This design comes from an exercise in tuning for small area, a short achievable clock period and few clock cycles on the open sky130 flow, not from production work.
In this exercise RTL edits were held to simulation tests only and were not proved equivalent to the original.
Power is estimated from default activity; no workload was simulated.

## fenc
module fenc (
    input  wire        clk,
    input  wire        rst,           
    input  wire        cmd_valid,
    output wire        cmd_ready,
    input  wire [31:0] cmd,
    output wire        rsp_valid,
    output wire        rsp_ok,
    output wire [15:0] rsp_data
);
For scale: about 3100 cells after synthesis, ~610 flip-flops, ~54 I/O pins, roughly 34000 µm² of cells after synthesis.
clock: 20.0 ns
lec_check: 0
cap_margin: 20
core_margin: 2
core_utilization: 55
cts_cluster_diameter: 60
cts_cluster_size: 30
slew_margin: 20
standard.sh (not shown) runs the stock make flow with config.mk's settings and CLKGATE_MAP_FILE= SYNTH_SCRIPT=/design/flow/synth_recipe.tcl, a recipe that flattens the netlist after the stock synthesis.
==> flow/flow/run.sh <==
#!/bin/bash
# The standard layout (the standard.sh: its synthesis, placement, CTS and
# routing), with settings changed for the steps after synthesis:
# - the ports get buf_4 buffers instead of the smallest buffer cell,
# - repair_timing is asked to leave 11.7 ns of setup slack at the design's
#   clock period, so that cells are sized for a shorter achieved period,
# - core utilisation 55%; the clock tree settings are in config.mk.
set -euo pipefail
bash standard.sh synth > orfs_synth.log 2>&1
bash standard.sh SETUP_SLACK_MARGIN=11.7 CORE_UTILIZATION=55 "BUFFER_PORTS_ARGS=-buffer_cell sky130_fd_sc_hd__buf_4" finish > orfs_layout.log 2>&1
The first run passed the timing, DRC and antenna checks.
Testbench counts at the start, summed over its fixed seeds: cycles 604,871.
Next try:
--- a/flow/flow/run.sh
+++ b/flow/flow/run.sh
@@ -6,5 +6,5 @@
 #   clock period, so that cells are sized for a shorter achieved period,
-# - core utilisation 55%; the clock tree settings are in config.mk.
+# - core utilisation 40%; the clock tree settings are in config.mk.
 set -euo pipefail
 bash standard.sh synth > orfs_synth.log 2>&1
-bash standard.sh SETUP_SLACK_MARGIN=11.7 CORE_UTILIZATION=55 "BUFFER_PORTS_ARGS=-buffer_cell sky130_fd_sc_hd__buf_4" finish > orfs_layout.log 2>&1
+bash standard.sh SETUP_SLACK_MARGIN=11.7 CORE_UTILIZATION=40 "BUFFER_PORTS_ARGS=-buffer_cell sky130_fd_sc_hd__buf_4" finish > orfs_layout.log 2>&1
- CORE_UTILIZATION: 55 -> 40
- PLACE_DENSITY: unset -> 0.75
After rerunning: The new run passed the timing, DRC and antenna checks; combinational power drops by 3.7%; clock skew climbs by 0.017 ns; power drops by 0.51%; synthesized cell count is unchanged; setup slack improves by 0.0035 ns; routed wire length drops by 4.0%; synthesized area is unchanged; cell count climbs by 7.3%; maximum frequency stays flat; first-iteration DRC count climbs by 9.7%; cell area climbs by 0.80%.

* * *

## exp/maple
fenc, a different RTL version from the one above (not shown whole).
Size: about 610 flip-flops, ~54 I/O pins.
// fenc
module fenc (
    input  wire        clk,
    input  wire        rst,           
    input  wire        cmd_valid,
    output wire        cmd_ready,
    input  wire [31:0] cmd,
    output wire        rsp_valid,
    output wire        rsp_ok,
    output wire [15:0] rsp_data
);
==> flow/config.mk <==
export PLATFORM = sky130hd
export DESIGN_NAME = fenc
export DESIGN_NICKNAME = fenc
export VERILOG_FILES = /design/flow/design.v
export SDC_FILE = /design/flow/constraint.sdc
export NUM_CORES = 4
export LEC_CHECK = 0
export CAP_MARGIN = 20
export CORE_MARGIN = 2
export CORE_UTILIZATION = 40
export CTS_CLUSTER_DIAMETER = 60
export CTS_CLUSTER_SIZE = 30
export SLEW_MARGIN = 20
==> flow/constraint.sdc <==
create_clock -name core_clock -period 20.0 [get_ports {clk}]
set_input_delay 4.0000 -clock core_clock [delete_from_list [all_inputs] [get_ports {clk}]]
set_output_delay 4.0000 -clock core_clock [all_outputs]
set_load 0.01 [all_outputs]
==> flow/flow/run.sh <==
#!/bin/bash
# The standard layout (the standard.sh: its synthesis, placement, CTS and
# routing), with settings changed for the steps after synthesis:
# - the ports get buf_4 buffers instead of the smallest buffer cell,
# - repair_timing is asked to leave 11.7 ns of setup slack at the design's
#   clock period, so that cells are sized for a shorter achieved period,
# - core utilisation 40%; the clock tree settings are in config.mk.
set -euo pipefail
bash standard.sh synth > orfs_synth.log 2>&1
bash standard.sh SETUP_SLACK_MARGIN=11.7 CORE_UTILIZATION=40 "BUFFER_PORTS_ARGS=-buffer_cell sky130_fd_sc_hd__buf_4" finish > orfs_layout.log 2>&1
Looking at the reports, exp/maple completed the entire flow and the layout it produced met the timing, DRC and antenna checks.
Testbench counts of exp/maple, summed over its fixed seeds: cycles 604,871.
Edits applied to the flow inputs when going from exp/maple to exp/quartz:
Settings: swapping 30 for 40 in CTS_CLUSTER_SIZE.
==> summary.txt <==
Reported for exp/maple and exp/quartz, simple-gate share of the synthesized area turned out identical to the last digit. Summary of the comparison: maximum resistive drop on vdd is higher in exp/quartz, relative to exp/maple. exp/quartz vs. exp/maple: final core utilization held steady; ratio of total power to cell area held steady; wire length of the first global-routing pass held steady; total iterations of the first detailed-routing run shrank by 2. Compared exp/maple against exp/quartz; wire length within noise.
[inputs] exp/delta vs exp/quartz
Settings: a deleted CTS_CLUSTER_DIAMETER that had been 60; a deleted CTS_CLUSTER_SIZE that had been 40.
-- flow/flow/run.sh --
<<< exp/quartz, line 6
#   clock period, so that cells are sized for a shorter achieved period,
# - core utilisation 40%; the clock tree settings are in config.mk.
set -euo pipefail
>>> exp/delta, line 6
#   clock period, so that cells are sized for a shorter achieved period,
# - core utilisation 40%.
set -euo pipefail
### Flow results
- exp/delta closes out successfully: all stages finished, all timing, DRC and antenna checks passed.
- Clock latency on the worst-skew pair delta (exp/quartz -> exp/delta): insignificant
- On via count, exp/delta and exp/quartz are neck and neck.
- Global-route usage: exp/delta vs exp/quartz up 0.31 points
- Compared exp/delta against exp/quartz; sequential power within noise.
- Post-layout minimum cycle time: exp/delta vs exp/quartz, no meaningful difference
- Comparing exp/quartz against exp/delta, there is no change at all in final setup TNS.
- Between exp/quartz and exp/delta, the share of the clock period used by the worst path after layout figures differ only marginally.
- Comparing exp/quartz against exp/delta, there is no change at all in final sequential cell count.

-- re-timing with driven ports --
In the flow no input, the clock included, has a driving cell. The finished layouts below were timed again as built, in two steps. Step 1 assumes that a clkbuf_16 drives the clock port and a buf_2 every other input. Step 2, shift: input delay + t, output delay - t, t = (earliest + latest rising clock arrival at the registers) / 2. This alone moves slack from input paths to output paths. Three values: ideal, step 1, step 2; two values: the first two.
run | t (ns) | slack for setup (ns) | worst hold slack (ns) | worst register clock-pin slew, ns | cell pins on the clock port's net
the first run of note 1 | 0.700 | 11.694 / 11.644 / 11.311 | 0.502 / 0.502 / 0.502 | 0.11 / 0.11 | 1
the second run of note 1 | 0.691 | 11.698 / 11.649 / 11.635 | 0.482 / 0.482 / 0.482 | 0.12 / 0.12 | 1
exp/maple | 0.692 | 11.694 / 11.646 / 11.354 | 0.500 / 0.500 / 0.500 | 0.11 / 0.11 | 1
exp/quartz | 0.692 | 11.694 / 11.646 / 11.321 | 0.499 / 0.499 / 0.499 | 0.11 / 0.11 | 1
exp/delta | 0.694 | 11.692 / 11.644 / 11.408 | 0.492 / 0.492 / 0.492 | 0.07 / 0.07 | 1
After both steps every run listed still meets setup and hold. The setup slack of the first run of note 1, which loses most, moves by -0.050 ns with the drivers and by -0.383 ns with both steps.
